Context: an optimization exercise on an open-source flow, tuned for small area, a short achievable clock period and few clock cycles per item. The choices shown serve that exercise and are no tape-out recipe.
At most, simulation tests tie the RTL to the original design; equivalence was not proved.
No functional check of the RTL was part of run 2.

--- design/flow/design.v ---
module psg_core (
    input  wire        clk,
    input  wire        rst,
    input  wire        wr_en,
    input  wire [3:0]  wr_addr,
    input  wire [7:0]  wr_data,
    input  wire        tick,
    output wire [13:0] mix
);
    localparam [1:0] SU = 2'd0, SD = 2'd1, HT = 2'd2, HB = 2'd3;
    reg [7:0] regs [0:13];
    reg [11:0] tone_cnt [0:2];
    reg [2:0]  tone_lvl;
    reg [5:0]  noise_cnt;
    reg [16:0] lfsr;
    reg [15:0] env_cnt;
    reg        env_seg;
    reg [4:0]  env_lvl;
    wire [11:0] tone_per [0:2];
    assign tone_per[0] = ({regs[1][3:0], regs[0]} == 12'd0) ? 12'd1 : {regs[1][3:0], regs[0]};
    assign tone_per[1] = ({regs[3][3:0], regs[2]} == 12'd0) ? 12'd1 : {regs[3][3:0], regs[2]};
    assign tone_per[2] = ({regs[5][3:0], regs[4]} == 12'd0) ? 12'd1 : {regs[5][3:0], regs[4]};
    wire [4:0]  noise_per = (regs[6][4:0] == 5'd0) ? 5'd1 : regs[6][4:0];
    wire [15:0] env_per   = ({regs[12], regs[11]} == 16'd0) ? 16'd1 : {regs[12], regs[11]};
    wire [3:0]  env_shape = regs[13][3:0];
    function [1:0] seg_kind(input [3:0] shape, input seg);
        begin
            case (shape)
                4'd8:    seg_kind = seg ? SD : SD;
                4'd9:    seg_kind = seg ? HB : SD;
                4'd10:   seg_kind = seg ? SU : SD;
                4'd11:   seg_kind = seg ? HT : SD;
                4'd12:   seg_kind = seg ? SU : SU;
                4'd13:   seg_kind = seg ? HT : SU;
                4'd14:   seg_kind = seg ? SD : SU;
                4'd15:   seg_kind = seg ? HB : SU;
                default: seg_kind = seg ? HB : (shape[2] ? SU : SD);
            endcase
        end
    endfunction
    function [4:0] reseed(input [1:0] kind);
        reseed = (kind == SD || kind == HT) ? 5'd31 : 5'd0;
    endfunction
    function [11:0] dac(input [4:0] idx);
        begin
            case (idx)
      5'd0: dac = 12'd0;
      5'd1: dac = 12'd23;
      5'd2: dac = 12'd27;
      5'd3: dac = 12'd33;
      5'd4: dac = 12'd39;
      5'd5: dac = 12'd46;
      5'd6: dac = 12'd55;
      5'd7: dac = 12'd65;
      5'd8: dac = 12'd77;
      5'd9: dac = 12'd92;
      5'd10: dac = 12'd109;
      5'd11: dac = 12'd129;
      5'd12: dac = 12'd154;
      5'd13: dac = 12'd183;
      5'd14: dac = 12'd217;
      5'd15: dac = 12'd258;
      5'd16: dac = 12'd307;
      5'd17: dac = 12'd365;
      5'd18: dac = 12'd434;
      5'd19: dac = 12'd516;
      5'd20: dac = 12'd613;
      5'd21: dac = 12'd728;
      5'd22: dac = 12'd865;
      5'd23: dac = 12'd1029;
      5'd24: dac = 12'd1223;
      5'd25: dac = 12'd1453;
      5'd26: dac = 12'd1727;
      5'd27: dac = 12'd2052;
      5'd28: dac = 12'd2439;
      5'd29: dac = 12'd2899;
      5'd30: dac = 12'd3446;
      default: dac = 12'd4095;
            endcase
        end
    endfunction
    integer i;
    always @(posedge clk) begin
        if (rst) begin
            for (i = 0; i < 14; i = i + 1)
                regs[i] <= 8'd0;
        end else if (wr_en && wr_addr < 4'd14) begin
            regs[wr_addr] <= wr_data;
        end
    end
    always @(posedge clk) begin
        if (rst) begin
            for (i = 0; i < 3; i = i + 1)
                tone_cnt[i] <= 12'd0;
            tone_lvl <= 3'b000;
        end else if (tick) begin
            for (i = 0; i < 3; i = i + 1) begin
                if ({1'b0, tone_cnt[i]} + 13'd1 >= {1'b0, tone_per[i]}) begin
                    tone_cnt[i] <= 12'd0;
                    tone_lvl[i] <= ~tone_lvl[i];
                end else begin
                    tone_cnt[i] <= tone_cnt[i] + 12'd1;
                end
            end
        end
    end
    always @(posedge clk) begin
        if (rst) begin
            noise_cnt <= 6'd0;
            lfsr      <= 17'd1;
        end else if (tick) begin
            if ({1'b0, noise_cnt} + 7'd1 >= {1'b0, noise_per, 1'b0}) begin
                noise_cnt <= 6'd0;
                lfsr      <= {lfsr[0] ^ lfsr[3], lfsr[16:1]};
            end else begin
                noise_cnt <= noise_cnt + 6'd1;
            end
        end
    end
    wire [1:0] cur_kind = seg_kind(env_shape, env_seg);
    always @(posedge clk) begin
        if (rst) begin
            env_cnt <= 16'd0;
            env_seg <= 1'b0;
            env_lvl <= 5'd31;
        end else if (wr_en && wr_addr == 4'd13) begin
            env_cnt <= 16'd0;
            env_seg <= 1'b0;
            env_lvl <= reseed(seg_kind(wr_data[3:0], 1'b0));
        end else if (tick) begin
            if ({1'b0, env_cnt} + 17'd1 >= {1'b0, env_per}) begin
                env_cnt <= 16'd0;
                case (cur_kind)
                    SU: if (env_lvl == 5'd31) begin
                            env_seg <= ~env_seg;
                            env_lvl <= reseed(seg_kind(env_shape, ~env_seg));
                        end else begin
                            env_lvl <= env_lvl + 5'd1;
                        end
                    SD: if (env_lvl == 5'd0) begin
                            env_seg <= ~env_seg;
                            env_lvl <= reseed(seg_kind(env_shape, ~env_seg));
                        end else begin
                            env_lvl <= env_lvl - 5'd1;
                        end
                    default: ;
                endcase
            end else begin
                env_cnt <= env_cnt + 16'd1;
            end
        end
    end
    wire       noise_bit = lfsr[0];
    wire [2:0] t_off = regs[7][2:0];
    wire [2:0] n_off = regs[7][5:3];
    reg  [11:0] chan [0:2];
    reg  [4:0]  idx;
    reg         out_bit;
    always @(*) begin
        for (i = 0; i < 3; i = i + 1) begin
            out_bit = (tone_lvl[i] | t_off[i]) & (noise_bit | n_off[i]);
            idx     = regs[8 + i][4] ? env_lvl : {regs[8 + i][3:0], 1'b1};
            chan[i] = out_bit ? dac(idx) : dac(5'd0);
        end
    end
    assign mix = {2'b00, chan[0]} + {2'b00, chan[1]} + {2'b00, chan[2]};
endmodule
module fir_rom0 (
    input  wire [2:0]  lm,
    input  wire [2:0]  t,
    output reg  signed [8:0] c
);
    always @(*) begin
        case ({lm, t})
            6'd0: c = -9'sd7;
            6'd1: c = -9'sd7;
            6'd2: c = -9'sd6;
            6'd3: c = -9'sd4;
            6'd4: c = -9'sd2;
            6'd5: c = -9'sd1;
            6'd6: c = 9'sd0;
            6'd7: c = 9'sd0;
            6'd8: c = 9'sd18;
            6'd9: c = 9'sd17;
            6'd10: c = 9'sd13;
            6'd11: c = 9'sd8;
            6'd12: c = 9'sd3;
            6'd13: c = -9'sd1;
            6'd14: c = -9'sd4;
            6'd15: c = -9'sd6;
            6'd16: c = -9'sd42;
            6'd17: c = -9'sd39;
            6'd18: c = -9'sd31;
            6'd19: c = -9'sd20;
            6'd20: c = -9'sd8;
            6'd21: c = 9'sd3;
            6'd22: c = 9'sd11;
            6'd23: c = 9'sd16;
            6'd24: c = 9'sd77;
            6'd25: c = 9'sd71;
            6'd26: c = 9'sd55;
            6'd27: c = 9'sd33;
            6'd28: c = 9'sd10;
            6'd29: c = -9'sd12;
            6'd30: c = -9'sd29;
            6'd31: c = -9'sd39;
            6'd32: c = -9'sd139;
            6'd33: c = -9'sd129;
            6'd34: c = -9'sd101;
            6'd35: c = -9'sd62;
            6'd36: c = -9'sd19;
            6'd37: c = 9'sd21;
            6'd38: c = 9'sd52;
            6'd39: c = 9'sd71;
            6'd40: c = 9'sd228;
            6'd41: c = 9'sd211;
            6'd42: c = 9'sd165;
            6'd43: c = 9'sd100;
            6'd44: c = 9'sd28;
            6'd45: c = -9'sd40;
            6'd46: c = -9'sd94;
            6'd47: c = -9'sd128;
            default: c = 9'sd0;
        endcase
    end
endmodule
module fir_rom1 (
    input  wire [2:0]  lm,
    input  wire [2:0]  t,
    output reg  signed [15:0] c
);
    always @(*) begin
        case ({lm, t})
            6'd0: c = -16'sd363;
            6'd1: c = -16'sd336;
            6'd2: c = -16'sd262;
            6'd3: c = -16'sd158;
            6'd4: c = -16'sd42;
            6'd5: c = 16'sd67;
            6'd6: c = 16'sd155;
            6'd7: c = 16'sd210;
            6'd8: c = 16'sd565;
            6'd9: c = 16'sd522;
            6'd10: c = 16'sd407;
            6'd11: c = 16'sd244;
            6'd12: c = 16'sd63;
            6'd13: c = -16'sd109;
            6'd14: c = -16'sd247;
            6'd15: c = -16'sd334;
            6'd16: c = -16'sd880;
            6'd17: c = -16'sd813;
            6'd18: c = -16'sd633;
            6'd19: c = -16'sd379;
            6'd20: c = -16'sd96;
            6'd21: c = 16'sd171;
            6'd22: c = 16'sd385;
            6'd23: c = 16'sd520;
            6'd24: c = 16'sd1459;
            6'd25: c = 16'sd1347;
            6'd26: c = 16'sd1050;
            6'd27: c = 16'sd635;
            6'd28: c = 16'sd177;
            6'd29: c = -16'sd252;
            6'd30: c = -16'sd594;
            6'd31: c = -16'sd809;
            6'd32: c = -16'sd2875;
            6'd33: c = -16'sd2642;
            6'd34: c = -16'sd2051;
            6'd35: c = -16'sd1257;
            6'd36: c = -16'sd408;
            6'd37: c = 16'sd366;
            6'd38: c = 16'sd968;
            6'd39: c = 16'sd1339;
            6'd40: c = 16'sd16388;
            6'd41: c = 16'sd12318;
            6'd42: c = 16'sd8458;
            6'd43: c = 16'sd4996;
            6'd44: c = 16'sd2086;
            6'd45: c = -16'sd171;
            6'd46: c = -16'sd1731;
            6'd47: c = -16'sd2609;
            default: c = 16'sd0;
        endcase
    end
endmodule
module fir_rom2 (
    input  wire [2:0]  lm,
    input  wire [2:0]  t,
    output reg  signed [14:0] c
);
    always @(*) begin
        case ({lm, t})
            6'd0: c = 15'sd2875;
            6'd1: c = 15'sd2609;
            6'd2: c = 15'sd1731;
            6'd3: c = 15'sd171;
            6'd4: c = -15'sd2086;
            6'd5: c = -15'sd4996;
            6'd6: c = -15'sd8458;
            6'd7: c = -15'sd12318;
            6'd8: c = -15'sd1459;
            6'd9: c = -15'sd1339;
            6'd10: c = -15'sd968;
            6'd11: c = -15'sd366;
            6'd12: c = 15'sd408;
            6'd13: c = 15'sd1257;
            6'd14: c = 15'sd2051;
            6'd15: c = 15'sd2642;
            6'd16: c = 15'sd880;
            6'd17: c = 15'sd809;
            6'd18: c = 15'sd594;
            6'd19: c = 15'sd252;
            6'd20: c = -15'sd177;
            6'd21: c = -15'sd635;
            6'd22: c = -15'sd1050;
            6'd23: c = -15'sd1347;
            6'd24: c = -15'sd565;
            6'd25: c = -15'sd520;
            6'd26: c = -15'sd385;
            6'd27: c = -15'sd171;
            6'd28: c = 15'sd96;
            6'd29: c = 15'sd379;
            6'd30: c = 15'sd633;
            6'd31: c = 15'sd813;
            6'd32: c = 15'sd363;
            6'd33: c = 15'sd334;
            6'd34: c = 15'sd247;
            6'd35: c = 15'sd109;
            6'd36: c = -15'sd63;
            6'd37: c = -15'sd244;
            6'd38: c = -15'sd407;
            6'd39: c = -15'sd522;
            6'd40: c = -15'sd228;
            6'd41: c = -15'sd210;
            6'd42: c = -15'sd155;
            6'd43: c = -15'sd67;
            6'd44: c = 15'sd42;
            6'd45: c = 15'sd158;
            6'd46: c = 15'sd262;
            6'd47: c = 15'sd336;
            default: c = 15'sd0;
        endcase
    end
endmodule
module fir_rom3 (
    input  wire [2:0]  lm,
    input  wire [2:0]  t,
    output reg  signed [8:0] c
);
    always @(*) begin
        case ({lm, t})
            6'd0: c = 9'sd139;
            6'd1: c = 9'sd128;
            6'd2: c = 9'sd94;
            6'd3: c = 9'sd40;
            6'd4: c = -9'sd28;
            6'd5: c = -9'sd100;
            6'd6: c = -9'sd165;
            6'd7: c = -9'sd211;
            6'd8: c = -9'sd77;
            6'd9: c = -9'sd71;
            6'd10: c = -9'sd52;
            6'd11: c = -9'sd21;
            6'd12: c = 9'sd19;
            6'd13: c = 9'sd62;
            6'd14: c = 9'sd101;
            6'd15: c = 9'sd129;
            6'd16: c = 9'sd42;
            6'd17: c = 9'sd39;
            6'd18: c = 9'sd29;
            6'd19: c = 9'sd12;
            6'd20: c = -9'sd10;
            6'd21: c = -9'sd33;
            6'd22: c = -9'sd55;
            6'd23: c = -9'sd71;
            6'd24: c = -9'sd18;
            6'd25: c = -9'sd16;
            6'd26: c = -9'sd11;
            6'd27: c = -9'sd3;
            6'd28: c = 9'sd8;
            6'd29: c = 9'sd20;
            6'd30: c = 9'sd31;
            6'd31: c = 9'sd39;
            6'd32: c = 9'sd7;
            6'd33: c = 9'sd6;
            6'd34: c = 9'sd4;
            6'd35: c = 9'sd1;
            6'd36: c = -9'sd3;
            6'd37: c = -9'sd8;
            6'd38: c = -9'sd13;
            6'd39: c = -9'sd17;
            6'd40: c = 9'sd0;
            6'd41: c = 9'sd0;
            6'd42: c = 9'sd0;
            6'd43: c = 9'sd1;
            6'd44: c = 9'sd2;
            6'd45: c = 9'sd4;
            6'd46: c = 9'sd6;
            6'd47: c = 9'sd7;
            default: c = 9'sd0;
        endcase
    end
endmodule
module psg_fir (
    input  wire               clk,
    input  wire               rst,
    input  wire [15:0]        step,
    input  wire               wr_en,
    input  wire [3:0]         wr_addr,
    input  wire [7:0]         wr_data,
    input  wire               pull,
    output reg                ready,
    output reg                sample_valid,
    output reg  signed [15:0] sample
);
    localparam P   = 4;             
    localparam G   = 24 / P;        
    localparam LMW = (G > 8) ? 4 : (G > 4) ? 3 : (G > 2) ? 2 : 1;
    localparam CAP = 6;             
    localparam CW  = (CAP > 3) ? 3 : 2;
    localparam VW  = 31;            
    localparam [8*P-1:0] CWS = {8'd9, 8'd15, 8'd16, 8'd9};
    localparam [8*P-1:0] VWS = {8'd25, 8'd30, 8'd31, 8'd31};
    localparam [P-1:0]   RFS = 4'b1100;
    integer i;
    reg        rst_q;
    reg        wr_q;
    reg [3:0]  wa_q;
    reg [7:0]  wd_q;
    reg        pull_q;
    reg [15:0] step_q;
    reg [17:0] step3;
    wire in_wr   = wr_en & ready & ~rst;
    wire in_pull = pull & ready & ~rst;
    always @(posedge clk) begin
        rst_q  <= rst;
        wa_q   <= wr_addr;
        wd_q   <= wr_data;
        wr_q   <= in_wr;
        pull_q <= in_pull;
        step_q <= step;
        step3  <= {2'b00, step_q} + {1'b0, step_q, 1'b0};
    end
    reg [LMW:0] clr_cnt;
    wire        clr = (clr_cnt != 0);
    reg [15:0] ph;
    reg        gh, gv, bv;
    reg [7:0]  gm, bm;
    wire [16:0] s1 = {1'b0, ph} + {1'b0, step_q};
    wire [17:0] s2 = {2'b00, ph} + {1'b0, step_q, 1'b0};
    wire [17:0] s3 = {2'b00, ph} + step3;
    wire [18:0] s4 = {3'b000, ph} + {1'b0, step_q, 2'b00};
    wire [3:0]  kq = {s4[18:16] != {1'b0, s3[17:16]},
                      s3[17:16] != s2[17:16],
                      s2[17:16] != {1'b0, s1[16]},
                      s1[16]};
    reg  [7:0] cur;
    reg        act, pend;
    reg  [2:0] occ;           
    wire       start = (pull_q | pend) & bv & ~wr_q;
    wire [7:0] wm    = start ? bm : cur;
    wire       slot  = start | act;
    wire       room  = (occ < CAP);
    wire       do_slot = slot & room;
    wire       tick  = do_slot & (wm != 8'd0);
    wire [7:0] wrest = wm & (wm - 8'd1);
    wire       last  = (wrest == 8'd0);
    reg  [2:0] tpos;
    always @(*) begin
        tpos = 3'd0;
        for (i = 7; i >= 0; i = i - 1)
            if (wm[i]) tpos = i[2:0];
    end
    function [3:0] pc8(input [7:0] v);
        pc8 = v[0] + v[1] + v[2] + v[3] + v[4] + v[5] + v[6] + v[7];
    endfunction
    wire [3:0] pcw  = pc8(wm);
    wire       consume = start;
    wire       nm_keep = bv & ~consume;
    wire [7:0] nm   = nm_keep ? bm : gm;
    wire       nm_v = nm_keep | gv;
    wire [1:0] rem  = slot ? ((pcw <= 4'd1) ? 2'd1 : (pcw == 4'd2) ? 2'd2 : 2'd3)
                           : ((pull_q | pend) ? 2'd3 : 2'd0);
    wire ok_now  = (rem == 2'd0) | ((rem == 2'd1) & (occ < CAP)) |
                   ((rem == 2'd2) & (occ <= CAP - 2));
    wire ok_pull = (rem <= 2'd1) & ({1'b0, occ} + rem < CAP) & nm_v & (pc8(nm) <= 4'd1);
    wire [13:0] mix;
    psg_core u_core (
        .clk     (clk),
        .rst     (rst_q),
        .wr_en   (wr_q),
        .wr_addr (wa_q),
        .wr_data (wd_q),
        .tick    (tick),
        .mix     (mix)
    );
    reg        va, ka, la;
    reg  [2:0] ta;
    reg        vb, kb, lb;
    reg  [2:0] tb;
    reg [13:0] mb;
    reg [13:0] lev_p;
    wire       chg  = kb & (mb != lev_p);
    wire       push = vb & (chg | lb);
    wire       drop = vb & ~push;
    reg [13:0] q_mix [0:CAP-1];
    reg [2:0]  q_t   [0:CAP-1];
    reg        q_dv  [0:CAP-1];
    reg        q_end [0:CAP-1];
    reg [CW-1:0] wp, rp;
    reg [CW:0]   qn;
    wire         pop;
    reg [LMW-1:0] lm;
    reg [LMW:0]   grp;
    reg           pend_end;
    reg signed [14:0] dg;
    reg [2:0]     tg;
    reg [13:0]    lev_e;
    wire        e_dv  = q_dv[rp];
    wire        e_end = q_end[rp];
    wire [13:0] e_mix = q_mix[rp];
    wire        aligned = (lm == 0);
    wire        busy_g  = (grp != 0);
    wire        can   = ~busy_g & aligned & ~pend_end & (qn != 0);
    assign      pop   = can;
    wire        start_g = can & e_dv;
    wire        iss_p = busy_g | start_g;
    wire        iss_e = ~busy_g & aligned & (pend_end | (can & ~e_dv & e_end));
    wire signed [14:0] dnew = $signed({1'b0, e_mix}) - $signed({1'b0, lev_e});
    wire [2:0]    t_iss = start_g ? q_t[rp] : tg;
    reg           pv1, ev1, pv2, ev2;
    reg signed [14:0] d1;
    reg [13:0]    l1, l2;
    always @(posedge clk) begin
        if (rst)
            ready <= 1'b0;
        else
            ready <= ~rst_q & (clr_cnt <= 1) & ~(in_pull & in_wr) &
                     (in_pull ? ok_pull : ok_now);
        if (rst_q) begin
            clr_cnt <= G;
            ph <= 16'd0; gh <= 1'b0; gv <= 1'b0; bv <= 1'b0;
            cur <= 8'd0; act <= 1'b0; pend <= 1'b0; occ <= 3'd0;
            va <= 1'b0; vb <= 1'b0;
            lev_p <= 14'd0;
            wp <= 0; rp <= 0; qn <= 0;
            lm <= 0; grp <= 0; pend_end <= 1'b0; lev_e <= 14'd0;
            pv1 <= 1'b0; ev1 <= 1'b0; pv2 <= 1'b0; ev2 <= 1'b0;
        end else begin
            if (clr) clr_cnt <= clr_cnt - 1'b1;
            if (!clr) begin
                if (!gv) begin
                    if (!gh) gm[3:0] <= kq; else gm[7:4] <= kq;
                    ph <= s4[15:0];
                    gh <= ~gh;
                    if (gh) gv <= 1'b1;
                end
                if (gv && (!bv || consume)) begin
                    bm <= gm; bv <= 1'b1; gv <= 1'b0;
                end else if (consume) begin
                    bv <= 1'b0;
                end
            end
            pend <= (pull_q | pend) & ~start;
            if (do_slot) begin
                cur <= wrest;
                act <= ~last;
            end else if (start) begin
                cur <= bm;
                act <= 1'b1;
            end
            occ <= occ + do_slot - pop - drop;
            va <= do_slot; ka <= tick; la <= last; ta <= tpos;
            vb <= va; kb <= ka; lb <= la; tb <= ta; mb <= mix;
            if (vb & kb) lev_p <= mb;
            if (push) begin
                q_mix[wp] <= mb; q_t[wp] <= tb; q_dv[wp] <= chg; q_end[wp] <= lb;
                wp <= (wp == CAP - 1) ? 0 : wp + 1'b1;
            end
            if (pop) rp <= (rp == CAP - 1) ? 0 : rp + 1'b1;
            qn <= qn + push - pop;
            if (busy_g) grp <= grp - 1'b1;
            if (start_g) begin
                grp <= G - 1;
                dg <= dnew; tg <= q_t[rp];
                lev_e <= e_mix;
                pend_end <= e_end;
            end else if (iss_e) begin
                pend_end <= 1'b0;
            end
            lm <= (iss_e || lm == G - 1) ? 0 : lm + 1'b1;
            pv1 <= iss_p; ev1 <= iss_e;
            d1 <= start_g ? dnew : dg;
            l1 <= lev_e;
            pv2 <= pv1; ev2 <= ev1; l2 <= l1;
        end
    end
    wire signed [VW-1:0] head [0:P-1];      
    wire [30:0] base = {l2, 15'd0} + {14'd0, l2, 3'd0};    
    genvar k;
    generate
        for (k = 0; k < P; k = k + 1) begin : bank
            localparam CWK = CWS[8*k +: 8];
            localparam VWK = VWS[8*k +: 8];
            localparam SPLIT = (CWK > 11);
            reg  signed [VWK-1:0] s [0:G-1];
            wire signed [CWK-1:0] c;
            reg  signed [CWK-1:0] c1;
            if (k == 0) fir_rom0 u_rom (.lm(lm), .t(t_iss), .c(c));
            if (k == 1) fir_rom1 u_rom (.lm(lm), .t(t_iss), .c(c));
            if (k == 2) fir_rom2 u_rom (.lm(lm), .t(t_iss), .c(c));
            if (k == 3) fir_rom3 u_rom (.lm(lm), .t(t_iss), .c(c));
            assign head[k] = s[G-1];
            wire signed [VWK-1:0] res;
            if (SPLIT) begin : sp
                reg signed [23:0] plo;
                reg signed [VWK-9:0] phi;
                always @(posedge clk) begin
                    if (pv1) begin
                        plo <= d1 * $signed({1'b0, c1[7:0]});
                        phi <= d1 * $signed(c1[CWK-1:8]);
                    end else begin
                        plo <= 24'sd0;
                        phi <= 0;
                    end
                end
                assign res = s[G-1] + plo + $signed({phi, 8'd0});
            end else begin : ns
                reg signed [VWK-1:0] p;
                always @(posedge clk) begin
                    if (pv1) p <= d1 * c1;
                    else     p <= 0;
                end
                assign res = s[G-1] + p;
            end
            wire signed [VWK-1:0] down;    
            if (k == P - 1)
                assign down = 0;
            else if (!RFS[k] && RFS[k+1])
                assign down = head[k+1] + $signed(base);
            else
                assign down = head[k+1];
            always @(posedge clk) begin
                c1 <= c;
                for (i = 1; i < G; i = i + 1)
                    s[i] <= s[i-1];
                if (clr)
                    s[0] <= 0;
                else if (ev2)
                    s[0] <= down;
                else
                    s[0] <= res;
            end
        end
    endgenerate
    wire signed [VW-1:0] v0 = head[0];
    always @(posedge clk) begin
        if (rst | rst_q) begin
            sample_valid <= 1'b0;
        end else begin
            sample_valid <= ev2;
            if (ev2)
                sample <= (v0[30:29] == 2'b01) ? 16'sh7fff :
                          (v0[30:29] == 2'b10) ? 16'sh8000 : v0[29:14];
        end
    end
endmodule
--- design/flow/run.sh ---
#!/bin/bash
# synth_recipe.tcl (not shown) runs the flow's synth.tcl, then flattens the netlist and writes it again
# the make line also repeats each setting of config.mk as NAME=value (left out here)
make -C /OpenROAD-flow-scripts/flow DESIGN_CONFIG=/design/flow/config.mk WORK_HOME=/design/flow/orfs CLKGATE_MAP_FILE= SYNTH_SCRIPT=/design/flow/synth_recipe.tcl finish
--- design/flow/config.mk ---
export PLATFORM = sky130hd
export DESIGN_NAME = psg_fir
export DESIGN_NICKNAME = psg_fir
export VERILOG_FILES = /design/flow/design.v
export SDC_FILE = /design/flow/constraint.sdc
export NUM_CORES = 4
export LEC_CHECK = 0
export CAP_MARGIN = 20
export CORE_MARGIN = 2
export CORE_UTILIZATION = 40
export SLEW_MARGIN = 20
--- design/flow/constraint.sdc ---
create_clock -name core_clock -period 12.0 [get_ports {clk}]
set_input_delay 2.4000 -clock core_clock [delete_from_list [all_inputs] [get_ports {clk}]]
set_output_delay 2.4000 -clock core_clock [all_outputs]
set_load 0.01 [all_outputs]
==> summary.txt, run 1 <==
Status: finished clean
Total CTS buffers: 147
Post-CTS Setup Bufs: 0
H-tree levels: 4
Hold Worst Slack: 0.3038 ns
Drt via density: 5.152
Final #Nets: 9631
IO Count: 50
Post-Syn Area: 83360 µm²
Crit start category: register
Max frequency: 0.1512 GHz
Worst setup EP type: register
CTS tree: done
Max_slew headroom: 24.40%
RSZ-0062 raised after global routing: no
Hold path start: bank[1].s[3][13]
Largest driver fanout on the critical path: 49
Initial Utilization: 40.26%
FF-to-FF End: bank[3].ns.p[23]
Setup slack, reg-to-reg: 5.39 ns
Grt ovf: 0
Final setup TNS: 0 ns
Clock Latency Late Sink: 0.80 ns
Synth Net Count: 9669
Clk sink count: 1411
Max-cap violation count: 0
Routed WL: 207700 µm
Syn avg cell area: 10.05 µm²
Worst Path Required: 12.66 ns
DIE WIDTH: 460.5 µm
Die Area: 212100 µm²
Layout cell share with drive strength beyond 1: 5.263%
Tcrit/Tclk final: 55.10%
Routability cong.: 0.9041
Chip height: 460.5 µm
Largest net degree at the start of global routing: 69
#FFs+latches synth: 1411
Worst-margin pin slew: 1.130 ns
Synth Flop Type: dfxtp_1
Hold path depth: 0
CP Class: reg -> reg
Cts hold-fix bufs: 0
Async set-or-reset flop fraction in the synthesized netlist: 0%
Max Buffers Root-to-Sink: 3
Residual DRC: 0
Final setup fails: 0
Area growth syn-to-layout: 10.43%
Post-DP HPWL: 153300 µm
Initial antenna violation count: 7
# rows: 167
CP arrival: 7.27 ns
CTS resizes: 0
Reg clk slew, reported paths: 0.06 ns
Core area: 207100 µm²
Register-to-Register Path Depth: 21
Via count: 57570
TritonRoute pass-1 iters: 7
Syn Inst Count: 8296
Initial drt markers: 3424
First-pass GRT wire length: 327400 µm
Worst Hold End: bank[1].s[4][13]
Hold Fails Final Rpt: 0
Remaining antenna violation count after routing: 0
Root buffer cell: clkbuf_16
Yosys cell types: 89
Vias in the first global route: 58600
Worst min path class: reg -> reg
Wire length per cell: 18.59 µm
Gr usage total: 19.60%
IO Port Bufs: 49
Final slew viol count: 0
RR Startpoint: d1[5]
Clock skew: 0.04947 ns
Post-synthesis sequential area ratio: 37.47%
Minimum clock period: 6.612 ns
Post-synth EDFFs: 298
Synth warnings: 12
==> through the flow <==
stage	worst slack, ns	instances	utilization [%]	cell area, µm²
floorplan	6.245	8296	-	83360
global placement	5.416	10900	41.88	86730
detailed placement	5.456	10900	41.89	86740
CTS	5.390	11170	44.44	92020
global route	4.906	11170	44.45	92040
finish	5.388	11170	44.45	92050
==> state kept, by name, summed over array words and instances, names as in the netlist, 15 cells and up, named ones only <==
signal and count:
u_core.env_cnt 16, step_q 16, d1 15, bank.sp.plo 48
bank.s 702, bank.c1 49, step3 16, u_core.tone_cnt 36
sample 16, u_core.lfsr 17, q_t 18, bank.sp.phi 45
q_mix 84, bank.ns.p 48, u_core.regs 82
==> worst max-delay path, cell delays in order (launching register included) <==
cell	delay [ns]
edfxtp_1	0.33
buf_4	0.52
nand2_1	0.17
fa_1	0.53
fa_1	0.52
inv_1	0.04
ha_1	0.26
inv_1	0.04
fa_1	0.48
inv_1	0.05
ha_1	0.27
ha_1	0.23
fa_1	0.49
a211oi_1	0.42
o211ai_1	0.24
a31o_2	0.29
a31oi_1	0.28
o21bai_1	0.13
a2111oi_0	0.72
o31ai_1	0.21
xnor2_1	0.19
nor2_1	0.06
==> cells in the mapped netlist (all sizes together), types with 59 or more instances <==
library cell,count,area [µm²]
xor2,158,1384
dfxtp,1113,22280
a21o,121,908.4
a211oi,76,570.6
nand2,731,2744
and2,519,3247
ha,684,8558
inv,838,3146
nor2,550,2067
xnor2,262,2295
nand3,118,590.6
and3,70,437.9
o21ai,308,1541
edfxtp,298,8949
fa,657,13150
mux2i,91,939.6
a21oi,439,2197
o21a,59,442.9
nand2b,113,721.9
clkbuf,274,1028
nor3,124,620.6
==> worst max-delay path by stage <==
| stage | from | endpoint | slack [ns] |
|---|---|---|---|
| after floorplan | d1[8] | bank[3].ns.p[23] | 6.24 |
| after global placement | d1[5] | bank[3].ns.p[23] | 5.42 |
| after detailed placement | d1[5] | bank[3].ns.p[23] | 5.46 |
| after CTS | d1[5] | bank[3].ns.p[23] | 5.39 |
| after global routing | d1[5] | bank[3].ns.p[23] | 4.91 |
| final | d1[5] | bank[3].ns.p[23] | 5.39 |
==> layer usage <==
layer | wire length (µm) | share of wire [%] | global-route usage, %
met5 | 13 | 0.0063 | 0
met4 | 8460 | 4.1 | 7.905
met3 | 8230 | 4.0 | 2.377
met2 | 104600 | 50 | 34.89
met1 | 86410 | 42 | 23.92
==> cells by family after synthesis <==
family / Yosys count / synth area share, %
and+or+nand+nor: 2439 / 14.22
DFF: 1411 / 37.47
AOI/OAI and AO/OA: 1394 / 10.57
adders and majority gates: 1341 / 26.05
buffers and inverters: 1155 / 5.261
xor gates and xnor gates: 420 / 4.413
muxes: 136 / 2.019
==> placed cells by master, fill, tap and decap left out, types with 18 or more instances in the layout <==
cell,n
dfxtp_1,1108
inv_1,833
nand2_1,730
ha_1,684
fa_1,657
nor2_1,547
and2_1,518
a21oi_1,438
o21ai_0,299
edfxtp_1,298
xnor2_1,262
xor2_1,158
clkbuf_16,152
a21o_1,121
nor3_1,121
nand3_1,118
nand2b_1,111
mux2i_1,88
a211oi_1,76
buf_4,76
and3_1,70
o21a_1,59
clkdlybuf4s50_1,49
nor2b_1,47
o211ai_1,46
or3_1,42
a31oi_1,39
o21bai_1,31
o22ai_1,30
nand4_1,26
or2_2,26
mux2_2,24
o31ai_1,23
nor3b_1,23
clkbuf_8,23
o221ai_1,22
mux4_2,21
nor4_1,20
o311ai_0,19
clkbuf_1,18
==> final cells by class <==
type	instances	area (µm²)
Fill cell	19570	115000
Multi-Input combinational cell	5730	47780
Sequential cell	1411	31240
Clock buffer	193	4188
Tap cell	2788	3488
Inverter	841	3163
Clock inverter	78	1100
Timing Repair Buffer	127	1071
Antenna cell	6	15.01
Testbench counts, summed over its fixed seeds: cycles 20,796, items 2,400.
==> run 2, diff against run 1 <==
--- a/design/flow/design.v
+++ b/design/flow/design.v
@@ -7,3 +7,3 @@
     input  wire        tick,
-    output wire [13:0] mix
+    output wire [35:0] amp
 );
@@ -165,3 +165,3 @@
     end
-    assign mix = {2'b00, chan[0]} + {2'b00, chan[1]} + {2'b00, chan[2]};
+    assign amp = {chan[2], chan[1], chan[0]};
 endmodule
@@ -417,5 +417,5 @@
     localparam G   = 24 / P;        
-    localparam LMW = (G > 8) ? 4 : (G > 4) ? 3 : (G > 2) ? 2 : 1;
+    localparam LMW = 3;             
     localparam CAP = 6;             
-    localparam CW  = (CAP > 3) ? 3 : 2;
+    localparam QW  = 3;             
     localparam VW  = 31;            
@@ -424,3 +424,3 @@
     localparam [P-1:0]   RFS = 4'b1100;
-    integer i;
+    integer i, j;
     reg        rst_q;
@@ -445,2 +445,5 @@
     wire        clr = (clr_cnt != 0);
+    function [3:0] pc4(input [3:0] v);
+        pc4 = {3'd0, v[0]} + {3'd0, v[1]} + {3'd0, v[2]} + {3'd0, v[3]};
+    endfunction
     reg [15:0] ph;
@@ -448,2 +451,3 @@
     reg [7:0]  gm, bm;
+    reg [3:0]  gm_pc, bm_pc;        
     wire [16:0] s1 = {1'b0, ph} + {1'b0, step_q};
@@ -457,2 +461,3 @@
     reg  [7:0] cur;
+    reg  [3:0] cur_pc;
     reg        act, pend;
@@ -461,2 +466,3 @@
     wire [7:0] wm    = start ? bm : cur;
+    wire [3:0] wpc   = start ? bm_pc : cur_pc;
     wire       slot  = start | act;
@@ -464,5 +470,5 @@
     wire       do_slot = slot & room;
-    wire       tick  = do_slot & (wm != 8'd0);
+    wire       tick  = do_slot & (wpc != 4'd0);
     wire [7:0] wrest = wm & (wm - 8'd1);
-    wire       last  = (wrest == 8'd0);
+    wire       last  = (wpc <= 4'd1);
     reg  [2:0] tpos;
@@ -473,11 +479,7 @@
     end
-    function [3:0] pc8(input [7:0] v);
-        pc8 = v[0] + v[1] + v[2] + v[3] + v[4] + v[5] + v[6] + v[7];
-    endfunction
-    wire [3:0] pcw  = pc8(wm);
     wire       consume = start;
     wire       nm_keep = bv & ~consume;
-    wire [7:0] nm   = nm_keep ? bm : gm;
-    wire       nm_v = nm_keep | gv;
-    wire [1:0] rem  = slot ? ((pcw <= 4'd1) ? 2'd1 : (pcw == 4'd2) ? 2'd2 : 2'd3)
+    wire [3:0] nm_pc = nm_keep ? bm_pc : gm_pc;
+    wire       nm_v  = nm_keep | gv;
+    wire [1:0] rem  = slot ? ((wpc <= 4'd1) ? 2'd1 : (wpc == 4'd2) ? 2'd2 : 2'd3)
                            : ((pull_q | pend) ? 2'd3 : 2'd0);
@@ -485,4 +487,5 @@
                    ((rem == 2'd2) & (occ <= CAP - 2));
-    wire ok_pull = (rem <= 2'd1) & ({1'b0, occ} + rem < CAP) & nm_v & (pc8(nm) <= 4'd1);
-    wire [13:0] mix;
+    wire ok_pull = ((rem == 2'd0) & (occ < CAP) | (rem == 2'd1) & (occ < CAP - 1)) &
+                   nm_v & (nm_pc <= 4'd1);
+    wire [35:0] amp;
     psg_core u_core (
@@ -494,3 +497,3 @@
         .tick    (tick),
-        .mix     (mix)
+        .amp     (amp)
     );
@@ -500,5 +503,6 @@
     reg  [2:0] tb;
-    reg [13:0] mb;
+    reg [35:0] ab;
     reg [13:0] lev_p;
-    wire       chg  = kb & (mb != lev_p);
+    wire [13:0] mixc = {2'b00, ab[11:0]} + {2'b00, ab[23:12]} + {2'b00, ab[35:24]};
+    wire       chg  = kb & (mixc != lev_p);
     wire       push = vb & (chg | lb);
@@ -509,8 +513,7 @@
     reg        q_end [0:CAP-1];
-    reg [CW-1:0] wp, rp;
-    reg [CW:0]   qn;
-    wire         pop;
-    reg [LMW-1:0] lm;
-    reg [LMW:0]   grp;
-    reg           pend_end;
+    reg [QW-1:0] wp, rp;
+    reg [QW:0]   qn;
+    reg [LMW-1:0] lm;               
+    reg [LMW:0]   grp;              
+    reg           pend_end;         
     reg signed [14:0] dg;
@@ -521,11 +524,5 @@
     wire [13:0] e_mix = q_mix[rp];
-    wire        aligned = (lm == 0);
-    wire        busy_g  = (grp != 0);
-    wire        can   = ~busy_g & aligned & ~pend_end & (qn != 0);
-    assign      pop   = can;
-    wire        start_g = can & e_dv;
-    wire        iss_p = busy_g | start_g;
-    wire        iss_e = ~busy_g & aligned & (pend_end | (can & ~e_dv & e_end));
+    wire        do_end = (grp == 0) & pend_end & (lm == 0);
+    wire        pop   = (qn != 0) & (((grp <= 1) & ~pend_end) | do_end);
     wire signed [14:0] dnew = $signed({1'b0, e_mix}) - $signed({1'b0, lev_e});
-    wire [2:0]    t_iss = start_g ? q_t[rp] : tg;
     reg           pv1, ev1, pv2, ev2;
@@ -542,3 +539,3 @@
             ph <= 16'd0; gh <= 1'b0; gv <= 1'b0; bv <= 1'b0;
-            cur <= 8'd0; act <= 1'b0; pend <= 1'b0; occ <= 3'd0;
+            cur <= 8'd0; cur_pc <= 4'd0; act <= 1'b0; pend <= 1'b0; occ <= 3'd0;
             va <= 1'b0; vb <= 1'b0;
@@ -553,2 +550,3 @@
                     if (!gh) gm[3:0] <= kq; else gm[7:4] <= kq;
+                    gm_pc <= (gh ? gm_pc : 4'd0) + pc4(kq);
                     ph <= s4[15:0];
@@ -558,3 +556,3 @@
                 if (gv && (!bv || consume)) begin
-                    bm <= gm; bv <= 1'b1; gv <= 1'b0;
+                    bm <= gm; bm_pc <= gm_pc; bv <= 1'b1; gv <= 1'b0;
                 end else if (consume) begin
@@ -565,7 +563,9 @@
             if (do_slot) begin
-                cur <= wrest;
-                act <= ~last;
+                cur    <= wrest;
+                cur_pc <= (wpc == 4'd0) ? 4'd0 : wpc - 4'd1;
+                act    <= ~last;
             end else if (start) begin
-                cur <= bm;
-                act <= 1'b1;
+                cur    <= bm;
+                cur_pc <= bm_pc;
+                act    <= 1'b1;
             end
@@ -573,6 +573,6 @@
             va <= do_slot; ka <= tick; la <= last; ta <= tpos;
-            vb <= va; kb <= ka; lb <= la; tb <= ta; mb <= mix;
-            if (vb & kb) lev_p <= mb;
+            vb <= va; kb <= ka; lb <= la; tb <= ta; ab <= amp;
+            if (vb & kb) lev_p <= mixc;
             if (push) begin
-                q_mix[wp] <= mb; q_t[wp] <= tb; q_dv[wp] <= chg; q_end[wp] <= lb;
+                q_mix[wp] <= mixc; q_t[wp] <= tb; q_dv[wp] <= chg; q_end[wp] <= lb;
                 wp <= (wp == CAP - 1) ? 0 : wp + 1'b1;
@@ -581,15 +581,17 @@
             qn <= qn + push - pop;
-            if (busy_g) grp <= grp - 1'b1;
-            if (start_g) begin
-                grp <= G - 1;
-                dg <= dnew; tg <= q_t[rp];
-                lev_e <= e_mix;
+            if (grp != 0) grp <= grp - 1'b1;
+            if (do_end) pend_end <= 1'b0;
+            if (pop) begin
+                if (e_dv) begin
+                    grp   <= G;
+                    dg    <= dnew;
+                    tg    <= q_t[rp];
+                    lev_e <= e_mix;
+                end
                 pend_end <= e_end;
-            end else if (iss_e) begin
-                pend_end <= 1'b0;
             end
-            lm <= (iss_e || lm == G - 1) ? 0 : lm + 1'b1;
-            pv1 <= iss_p; ev1 <= iss_e;
-            d1 <= start_g ? dnew : dg;
-            l1 <= lev_e;
+            lm <= (do_end || lm == G - 1) ? 0 : lm + 1'b1;
+            pv1 <= (grp != 0); ev1 <= do_end;
+            d1  <= dg;
+            l1  <= lev_e;
             pv2 <= pv1; ev2 <= ev1; l2 <= l1;
@@ -597,4 +599,13 @@
     end
+    function [31:0] booth_k(input integer nd);    
+        integer q;
+        reg [31:0] s;
+        begin
+            s = 32'd0;
+            for (q = 0; q < nd; q = q + 1)
+                s = s + (32'd1 << (15 + 2 * q));
+            booth_k = ~s + 32'd1;
+        end
+    endfunction
     wire signed [VW-1:0] head [0:P-1];      
-    wire [30:0] base = {l2, 15'd0} + {14'd0, l2, 3'd0};    
     genvar k;
@@ -604,3 +615,4 @@
             localparam VWK = VWS[8*k +: 8];
-            localparam SPLIT = (CWK > 11);
+            localparam ND  = (CWK + 1) / 2;      
+            localparam [31:0] KC = booth_k(ND);
             reg  signed [VWK-1:0] s [0:G-1];
@@ -608,38 +620,79 @@
             reg  signed [CWK-1:0] c1;
-            if (k == 0) fir_rom0 u_rom (.lm(lm), .t(t_iss), .c(c));
-            if (k == 1) fir_rom1 u_rom (.lm(lm), .t(t_iss), .c(c));
-            if (k == 2) fir_rom2 u_rom (.lm(lm), .t(t_iss), .c(c));
-            if (k == 3) fir_rom3 u_rom (.lm(lm), .t(t_iss), .c(c));
+            if (k == 0) fir_rom0 u_rom (.lm(lm), .t(tg), .c(c));
+            if (k == 1) fir_rom1 u_rom (.lm(lm), .t(tg), .c(c));
+            if (k == 2) fir_rom2 u_rom (.lm(lm), .t(tg), .c(c));
+            if (k == 3) fir_rom3 u_rom (.lm(lm), .t(tg), .c(c));
             assign head[k] = s[G-1];
-            wire signed [VWK-1:0] res;
-            if (SPLIT) begin : sp
-                reg signed [23:0] plo;
-                reg signed [VWK-9:0] phi;
-                always @(posedge clk) begin
-                    if (pv1) begin
-                        plo <= d1 * $signed({1'b0, c1[7:0]});
-                        phi <= d1 * $signed(c1[CWK-1:8]);
-                    end else begin
-                        plo <= 24'sd0;
-                        phi <= 0;
-                    end
-                end
-                assign res = s[G-1] + plo + $signed({phi, 8'd0});
-            end else begin : ns
-                reg signed [VWK-1:0] p;
-                always @(posedge clk) begin
-                    if (pv1) p <= d1 * c1;
-                    else     p <= 0;
+            wire [2*ND:0] ce = {{(2*ND-CWK){c1[CWK-1]}}, c1, 1'b0};
+            reg  [VWK-1:0] r [0:8];
+            reg  [15:0]    m;
+            reg            one, two, neg;
+            always @(*) begin
+                for (j = 0; j < 9; j = j + 1)
+                    r[j] = {VWK{1'b0}};
+                r[ND] = KC[VWK-1:0];
+                for (j = 0; j < ND; j = j + 1) begin
+                    one = ce[2*j+1] ^ ce[2*j];
+                    two = (ce[2*j+2] & ~ce[2*j+1] & ~ce[2*j]) |
+                          (~ce[2*j+2] & ce[2*j+1] & ce[2*j]);
+                    neg = ce[2*j+2];
+                    m = two ? {d1, 1'b0} : one ? {d1[14], d1} : 16'd0;
+                    m = m ^ {16{neg}};
+                    r[j] = {{(VWK-16){1'b0}}, ~m[15], m[14:0]} << (2 * j);
+                    r[ND][2*j] = neg;
                 end
-                assign res = s[G-1] + p;
             end
-            wire signed [VWK-1:0] down;    
-            if (k == P - 1)
+            wire [VWK-1:0] ps, pc;
+            if (ND == 5) begin : t6
+                wire [VWK-1:0] a0 = r[0] ^ r[1] ^ r[2];
+                wire [VWK-1:0] a1 = ((r[0] & r[1]) | (r[0] & r[2]) | (r[1] & r[2])) << 1;
+                wire [VWK-1:0] a2 = r[3] ^ r[4] ^ r[5];
+                wire [VWK-1:0] a3 = ((r[3] & r[4]) | (r[3] & r[5]) | (r[4] & r[5])) << 1;
+                wire [VWK-1:0] b0 = a0 ^ a1 ^ a2;
+                wire [VWK-1:0] b1 = ((a0 & a1) | (a0 & a2) | (a1 & a2)) << 1;
+                assign ps = b0 ^ b1 ^ a3;
+                assign pc = ((b0 & b1) | (b0 & a3) | (b1 & a3)) << 1;
+            end else begin : t9
+                wire [VWK-1:0] a0 = r[0] ^ r[1] ^ r[2];
+                wire [VWK-1:0] a1 = ((r[0] & r[1]) | (r[0] & r[2]) | (r[1] & r[2])) << 1;
+                wire [VWK-1:0] a2 = r[3] ^ r[4] ^ r[5];
+                wire [VWK-1:0] a3 = ((r[3] & r[4]) | (r[3] & r[5]) | (r[4] & r[5])) << 1;
+                wire [VWK-1:0] a4 = r[6] ^ r[7] ^ r[8];
+                wire [VWK-1:0] a5 = ((r[6] & r[7]) | (r[6] & r[8]) | (r[7] & r[8])) << 1;
+                wire [VWK-1:0] b0 = a0 ^ a1 ^ a2;
+                wire [VWK-1:0] b1 = ((a0 & a1) | (a0 & a2) | (a1 & a2)) << 1;
+                wire [VWK-1:0] b2 = a3 ^ a4 ^ a5;
+                wire [VWK-1:0] b3 = ((a3 & a4) | (a3 & a5) | (a4 & a5)) << 1;
+                wire [VWK-1:0] e0 = b0 ^ b1 ^ b2;
+                wire [VWK-1:0] e1 = ((b0 & b1) | (b0 & b2) | (b1 & b2)) << 1;
+                assign ps = e0 ^ e1 ^ b3;
+                assign pc = ((e0 & e1) | (e0 & b3) | (e1 & b3)) << 1;
+            end
+            reg  [VWK-1:0] p_s, p_c;
+            wire [VWK-1:0] hs = s[G-1];
+            wire [VWK-1:0] x0 = hs ^ p_s ^ p_c;
+            wire [VWK-1:0] x1 = ((hs & p_s) | (hs & p_c) | (p_s & p_c)) << 1;
+            wire signed [VWK-1:0] res = x0 + x1;
+            wire signed [VWK-1:0] down;
+            if (k == P - 1) begin : top
                 assign down = 0;
-            else if (!RFS[k] && RFS[k+1])
-                assign down = head[k+1] + $signed(base);
-            else
+            end else if (!RFS[k] && RFS[k+1]) begin : conv
+                wire [VWK-1:0] hu = head[k+1];
+                wire [VWK-1:0] b15 = {l2, 15'd0};
+                wire [VWK-1:0] b3  = {l2, 3'd0};
+                wire [VWK-1:0] y0 = hu ^ b15 ^ b3;
+                wire [VWK-1:0] y1 = ((hu & b15) | (hu & b3) | (b15 & b3)) << 1;
+                assign down = y0 + y1;
+            end else begin : pass
                 assign down = head[k+1];
+            end
             always @(posedge clk) begin
                 c1 <= c;
+                if (pv1) begin
+                    p_s <= ps;
+                    p_c <= pc;
+                end else begin
+                    p_s <= {VWK{1'b0}};
+                    p_c <= {VWK{1'b0}};
+                end
                 for (i = 1; i < G; i = i + 1)
==> run 2 against run 1 <==
  * Register-to-register slack improved by 1.6 ns
  * Wire length rose by 5.5%
  * Die area is 2.8% lower
  * Highest routed layer unchanged
  * Clock-buffer cell count up 11
  * Sequential cell count rose by 111
  * Global-route usage is 1.5 points higher
  * Critical endpoint is now occ[2]
  * Non-clock buffer count is 33 higher
  * Synthesized area fell by 2.8%
==> summary.txt, run 2 <==
Max frequency: 0.2007 GHz
Area growth syn-to-layout: 10.02%
Worst setup EP type: register
First-pass GRT wire length: 340700 µm
CTS tree: done
Most flop-heavy register: bank.s
Tcrit/Tclk final: 41.52%
#FFs+latches synth: 1522
Routed WL: 219100 µm
Cts hold-fix bufs: 0
Max FFs per register: 702
Async set-or-reset flop fraction in the synthesized netlist: 0%
Die Area: 206200 µm²
Clock skew: 0.03004 ns
Worst setup margin: 7.018 ns
Layout cell share with drive strength beyond 1: 5.857%
Worst min path class: reg -> reg
Post-DP HPWL: 155800 µm
Synth Net Count: 9256
Routability cong.: 0.9209
Gr usage total: 21.07%
Minimum clock period: 4.982 ns
Most common cell in the netlist: dfxtp_1
H-tree levels: 4
CP arrival: 5.64 ns
FF-to-FF End: occ[2]
Post-CTS Setup Bufs: 0
Post-Syn Area: 81020 µm²
Largest cells by area after synthesis: dfxtp_1, edfxtp_1, ha_1
DIE WIDTH: 454.0 µm
Synth Flop Type: dfxtp_1
Total CTS buffers: 154
Initial antenna violation count: 11
Hold Worst Slack: 0.3072 ns
Wire length per cell: 20.15 µm
Register-to-Register Path Depth: 18
Residual DRC: 0
Dpl cells: 10580
Max_slew headroom: 26.59%
Largest driver fanout on the critical path: 7
Reg clk slew, reported paths: 0.07 ns
Final setup TNS: 0 ns
Final cell count without fillers: 10870
IO Port Bufs: 49
Area of the multi-input gates: 43420 µm²
Clock Latency Late Sink: 0.82 ns
Initial drt markers: 5820
CTS resizes: 0
Hold path depth: 0
Largest registers: bank.s (702), bank.p_s (108), bank.p_c (95)
Post-synthesis sequential area ratio: 41.85%
RSZ-0062 raised after global routing: no
Initial Utilization: 40.17%
Setup slack, reg-to-reg: 7.02 ns
Remaining antenna violation count after routing: 0
Worst Path Required: 12.66 ns
Final #Nets: 9026
Status: finished clean
Syn Inst Count: 8296
TritonRoute pass-1 iters: 6
Syn avg cell area: 9.766 µm²
Final setup fails: 0
Commonest non-fill, non-tap cell in the layout: dfxtp_1
Vias in the first global route: 57810
Drt via density: 5.473
Post-synth EDFFs: 343
Crit start category: register
Worst-margin pin slew: 1.100 ns
Largest net degree at the start of global routing: 107
# rows: 165
Final slew viol count: 0
RR Startpoint: ab[1]
Max-cap violation count: 0
Fill cell count: 18960
Hold Fails Final Rpt: 0
Top post-synthesis cells by count: dfxtp_1, nor2_1, nand2_1, a21oi_1, ha_1
Core area: 201700 µm²
Synth warnings: 16
Root buffer cell: clkbuf_16
Grt ovf: 0
IO Count: 50
Hold path start: bank[3].s[2][12]
Most frequent cells in the layout: dfxtp_1, nor2_1, nand2_1
Via count: 59490
Area leader, netlist: dfxtp_1
Yosys cell types: 95
Max Buffers Root-to-Sink: 3
Top cell type's share of synthesized area: 29.13%
Chip height: 454.0 µm
Worst Hold End: bank[3].s[3][12]
CP Class: reg -> reg
Clk sink count: 1522
Dpl ws: 7.074 ns
Register Area: 33930 µm²
-- run 2: cell types whose count changed after synthesis, sizes merged, moves of 78 or more --
cell,change
nor2,+159
ha,-110
buf,+79
clkbuf,+153
a221oi,+102
a22oi,+127
a211oi,+102
a21oi,+135
and2,-178
inv,-389
fa,-303
xnor2,-91
o21ai,+146
nand2,-78
-- run 2: layout make-up --
cell class	instances	area share, %
Sequential cell	1522	38.06
Multi-Input combinational cell	5774	48.71
Timing Repair Buffer	160	1.489
Clock buffer	204	4.826
Clock inverter	81	1.238
Tap cell	2672	3.751
Inverter	454	1.915
Antenna cell	3	0.008422
-- run 2: per-layer routing --
metal | GRT usage [%] | routed length (µm)
met1 | 27.87 | 94780
met2 | 33.50 | 99460
met3 | 3.480 | 13830
met4 | 10.03 | 10920
met5 | 0 | 75
-- run 2: cell families (layout without fill, tap and decap cells) --
| family | Yosys count | in the layout | synth area share (%) |
|---|---|---|---|
| AOI/OAI and AO/OA | 2028 | 2028 | 16.00 |
| xor gates and xnor gates | 322 | 322 | 3.498 |
| adders and majority gates | 961 | 961 | 18.02 |
| buffers and inverters | 1000 | 899 | 4.664 |
| DFF | 1522 | 1522 | 41.85 |
| muxes | 210 | 210 | 3.033 |
| other | 0 | 3 | 0 |
| and+or+nand+nor | 2253 | 2253 | 12.93 |
-- run 2: worst max-delay path by stage --
stage | startpoint | endpoint | slack, ns
floorplan | rst_q | u_core.regs[11][0] | 6.81
global placement | ab[1] | occ[2] | 6.97
detailed placement | ab[1] | occ[2] | 7.07
CTS | ab[1] | occ[2] | 7.02
global route | ab[1] | occ[2] | 6.71
finish | ab[1] | occ[2] | 7.02
-- run 2: worst max-delay path, stage by stage, from the launching register on --
cell and delay (ns):
edfxtp_1 0.40, fa_1 0.55, ha_1 0.17, inv_1 0.07, fa_1 0.59, xor2_1 0.23, o2111ai_1 0.13, a2111oi_0 0.48
nand4_1 0.18, nor4_2 0.15, nand4_1 0.23, o31a_1 0.38, nor2_1 0.12, nand2_1 0.10, fa_1 0.45, ha_1 0.20
ha_1 0.21, xnor2_1 0.16, nor2_1 0.05
-- run 2: stage by stage --
| stage | cell area, µm² | utilization, % |
|---|---|---|
| after global routing | 89130 | 44.19 |
| final | 89140 | 44.19 |
| after floorplan | 81020 | - |
| after CTS | 89100 | 44.18 |
| after global placement | 83690 | 41.49 |
| after detailed placement | 83700 | 41.50 |

afterwards: timing with drivers on the ports:
The results above use ideal ports. As a check the final layouts listed here were re-extracted and re-timed, cells and wires unchanged. Step 1 sets driving cells, clkbuf_16 on the clock port and buf_2 on the other inputs (assumed; they add their load-dependent delay and slew). Step 2 moves the port delays by t, midway between the first and last clock arrival at a register: inputs arrive t later, outputs are due t later. That takes back most of the time a late clock gives input paths. a / b / c = ideal ports / drivers / drivers and shift; a / b = the first two.
run | t, ns | setup WS [ns] | worst hold slack (ns) | worst setup path at the end | clock arrival spread, ns
run 1 | 0.863 | 5.388 / 5.388 / 5.388 | 0.304 / 0.304 / 0.304 | register to register | 0.050 / 0.049
run 2 | 0.885 | 7.018 / 7.018 / 7.018 | 0.307 / 0.307 / 0.307 | register to register | 0.032 / 0.031
After both steps setup and hold are still met in every run listed.
